Context: an optimization exercise on an open-source flow, tuned for a short achievable clock period and few clock cycles. The choices shown serve that exercise and are no tape-out recipe. The RTL was checked by simulation tests, not by an equivalence proof against the original design. Power is estimated from default activity; no workload was simulated.

// rast1
module rast1 (
    input             clk,
    input             rst,
    input             host_valid,
    input             host_we,
    input      [2:0]  host_addr,       
    input      [31:0] host_wdata,
    output reg        host_ready,
    output reg [31:0] host_rdata,
    output reg        mem_valid,
    output reg        mem_we,
    output reg [31:0] mem_addr,
    output reg [7:0]  mem_wdata,
    input             mem_ready,
    input      [7:0]  mem_rdata,
    input             mem_err
);
Size in the first run: ~8500 cells after synthesis, roughly 1400 flip-flops.
export LEC_CHECK = 0
export ABC_CLOCK_PERIOD_IN_PS = 3000
export CAP_MARGIN = 30
export CORE_MARGIN = 2
export CORE_UTILIZATION = 55
export PLACE_DENSITY = 0.7
export SLEW_MARGIN = 30
export TNS_END_PERCENT = 100
create_clock -name core_clock -period 10.0 [get_ports {clk}]
standard.sh (not shown) runs the stock make flow with config.mk's settings and CLKGATE_MAP_FILE= SYNTH_SCRIPT=/design/flow/synth_recipe.tcl, a recipe that flattens the netlist after the stock synthesis.
==> flow/flow/run.sh <==
#!/bin/bash
set -euo pipefail
bash standard.sh SETUP_SLACK_MARGIN=6.7 finish > flow_make.log 2>&1
The baseline completed without violations.
Testbench counts at the start, summed over its fixed seeds: cycles 174,630.
==> next run, changes <==
==> flow/flow/run.sh (replaced) <==
#!/bin/bash
set -euo pipefail
bash standard.sh SETUP_SLACK_MARGIN=7.1 finish > flow_make.log 2>&1
Outcome:
- area after synthesis stays the same
- synthesized cell count does not change
- sequential power is about the same
- worst setup slack gets worse by 0.056 ns
- core utilization came out higher by 6.7 points
- maximum frequency goes down slightly
- flip-flop and latch count stays the same
- total power increases by a few percent
- via count increases by a little under a tenth
- cell area is higher by roughly a tenth
- clock-buffer cell count is lower by 8
==> next run, changes <==
==> flow/flow/run.sh (replaced) <==
#!/bin/bash
set -euo pipefail
bash standard.sh SETUP_SLACK_MARGIN=6.7 finish > flow_make.log 2>&1
--- a/flow/config.mk
+++ b/flow/config.mk
@@ -10,4 +10,4 @@
 export CORE_MARGIN = 2
-export CORE_UTILIZATION = 55
-export PLACE_DENSITY = 0.7
+export CORE_UTILIZATION = 65
+export PLACE_DENSITY = 0.8
 export SLEW_MARGIN = 30
Effect:
- clock-buffer cell count fell by 7
- sequential share of layout area rose by 3.5 points
- power fell by 2.7%
- register-to-register slack got worse by 0.02 ns
- final cell count fell by 6.6%
- first-iteration DRC count fell by 11%
- final area fell by 9.8%
- critical path depth fell by 2
- combinational power fell by about 20%

---

oak:
rast1, a different RTL version from the one above (not shown whole).
For scale: about 8,200 cells after synthesis, ~1,400 flip-flops, about 120 I/O pins, roughly 0.075 mm2 of cells after synthesis.
// rast1
module rast1 (
    input             clk,
    input             rst,
    input             host_valid,
    input             host_we,
    input      [2:0]  host_addr,       
    input      [31:0] host_wdata,
    output reg        host_ready,
    output reg [31:0] host_rdata,
    output reg        mem_valid,
    output reg        mem_we,
    output reg [31:0] mem_addr,
    output reg [7:0]  mem_wdata,
    input             mem_ready,
    input      [7:0]  mem_rdata,
    input             mem_err
);
clock: 10.0 ns
lec_check: 0
abc_clock_period_in_ps: 3000
cap_margin: 30
core_margin: 2
core_utilization: 55
place_density: 0.7
slew_margin: 30
tns_end_percent: 100
==> flow/flow/run.sh <==
#!/bin/bash
set -euo pipefail
bash standard.sh SETUP_SLACK_MARGIN=6.7 finish > flow_make.log 2>&1
Testbench counts of oak, summed over its fixed seeds: cycles 174,630.
#### Input delta (pine over oak)
- CORE_UTILIZATION now 40, was 55
- PLACE_DENSITY now 0.6, was 0.7
Notes after the runs:
The higher worst setup slack of pine and oak is in oak.
pine vs oak: power up slightly
Summary of pine over oak: share of total power in the clock network now sits higher, share of cells above drive strength 1 flat, count of antenna diodes in the layout went up, x dimension of the die went up by about 17%, routed wire length grew by about 1.6%.
[pine] synthesis-to-finish area growth rose 1.2 points relative to oak
Every stage of the flow completed for pine, and the final layout passed the timing, DRC and antenna checks.

---

Setup of 04-13:
Another version of the RTL of rast1 (not shown whole).
Size: about 1300 flip-flops, about 120 I/O pins, about 0.073 sq mm of cells after synthesis.
clock: 10.0 ns
lec_check: 0
abc_clock_period_in_ps: 3000
cap_margin: 20
core_margin: 2
core_utilization: 40
place_density: 0.6
slew_margin: 20
tns_end_percent: 100
==> flow/flow/run.sh <==
#!/bin/bash
set -euo pipefail
bash standard.sh SETUP_SLACK_MARGIN=6.5 finish > flow_make.log 2>&1
Testbench counts of 04-13, summed over its fixed seeds: cycles 174,630.
Relative to 04-13, the following input files were edited for 03-01:
- SETUP_SLACK_MARGIN: unset -> 5
==> flow/run.sh (new file) <==
#!/bin/bash
# synth_recipe.tcl (not shown) runs the flow's synth.tcl, then flattens the netlist and writes it again
# the make line also repeats each setting of config.mk as NAME=value (left out here)
make -C /OpenROAD-flow-scripts/flow DESIGN_CONFIG=/design/flow/config.mk WORK_HOME=/design/flow/orfs CLKGATE_MAP_FILE= SYNTH_SCRIPT=/design/flow/synth_recipe.tcl finish
removed: flow/flow/run.sh
removed: flow/standard.sh
The flow did not stop early for 04-13: all stages ran, and the layout cleared the timing, DRC and antenna checks. 03-01: PASS, flow complete, no timing, DRC or antenna violations. 03-01 ended up with a higher power per unit of standard cell area than 04-13 did. Comparing 04-13 and 03-01, clock power share is higher on 03-01. Re placement-stage worst setup slack: 03-01 is 0.30 ns down on 04-13. Diff 04-13 -> 03-01: final-layout fill cell count picked up an extra 2.1%; post-layout minimum cycle time higher.

-- what the ideal ports hide --
No port has a modelled driver above. Below, the same layouts with a new extraction and two added sets of constraints. Step 1, drivers: a clkbuf_16 drives clk and a buf_2 each remaining input, both assumed. Step 2, shift: input delay + t, output delay - t, t = (earliest + latest rising clock arrival at the registers) / 2. This alone moves slack from input paths to output paths. Slacks: no drivers / after step 1 / after step 2; pairs: no drivers / after step 1.
run	shift t [ns]	setup slack, ns	clock arrival spread, ns	worst register clock-pin slew, ns	cell pins on the clock port's net
the first run of note 1	0.890	6.609 / 6.549 / 5.741	0.036 / 0.036	0.08 / 0.08	1
the second run of note 1	0.894	6.553 / 6.519 / 5.625	0.043 / 0.044	0.07 / 0.07	1
the third run of note 1	0.877	6.551 / 6.537 / 5.659	0.048 / 0.049	0.07 / 0.07	1
oak	0.893	6.447 / 6.361 / 5.781	0.036 / 0.037	0.07 / 0.07	1
pine	0.901	6.426 / 6.336 / 5.673	0.071 / 0.072	0.08 / 0.08	1
04-13	0.884	6.427 / 6.390 / 5.592	0.044 / 0.044	0.07 / 0.07	1
03-01	0.845	5.233 / 5.224 / 4.380	0.058 / 0.057	0.07 / 0.07	1
After both steps every run listed still meets setup and hold. The setup slack of the second run of note 1, which loses most, moves by -0.034 ns with the drivers and by -0.928 ns with both steps.
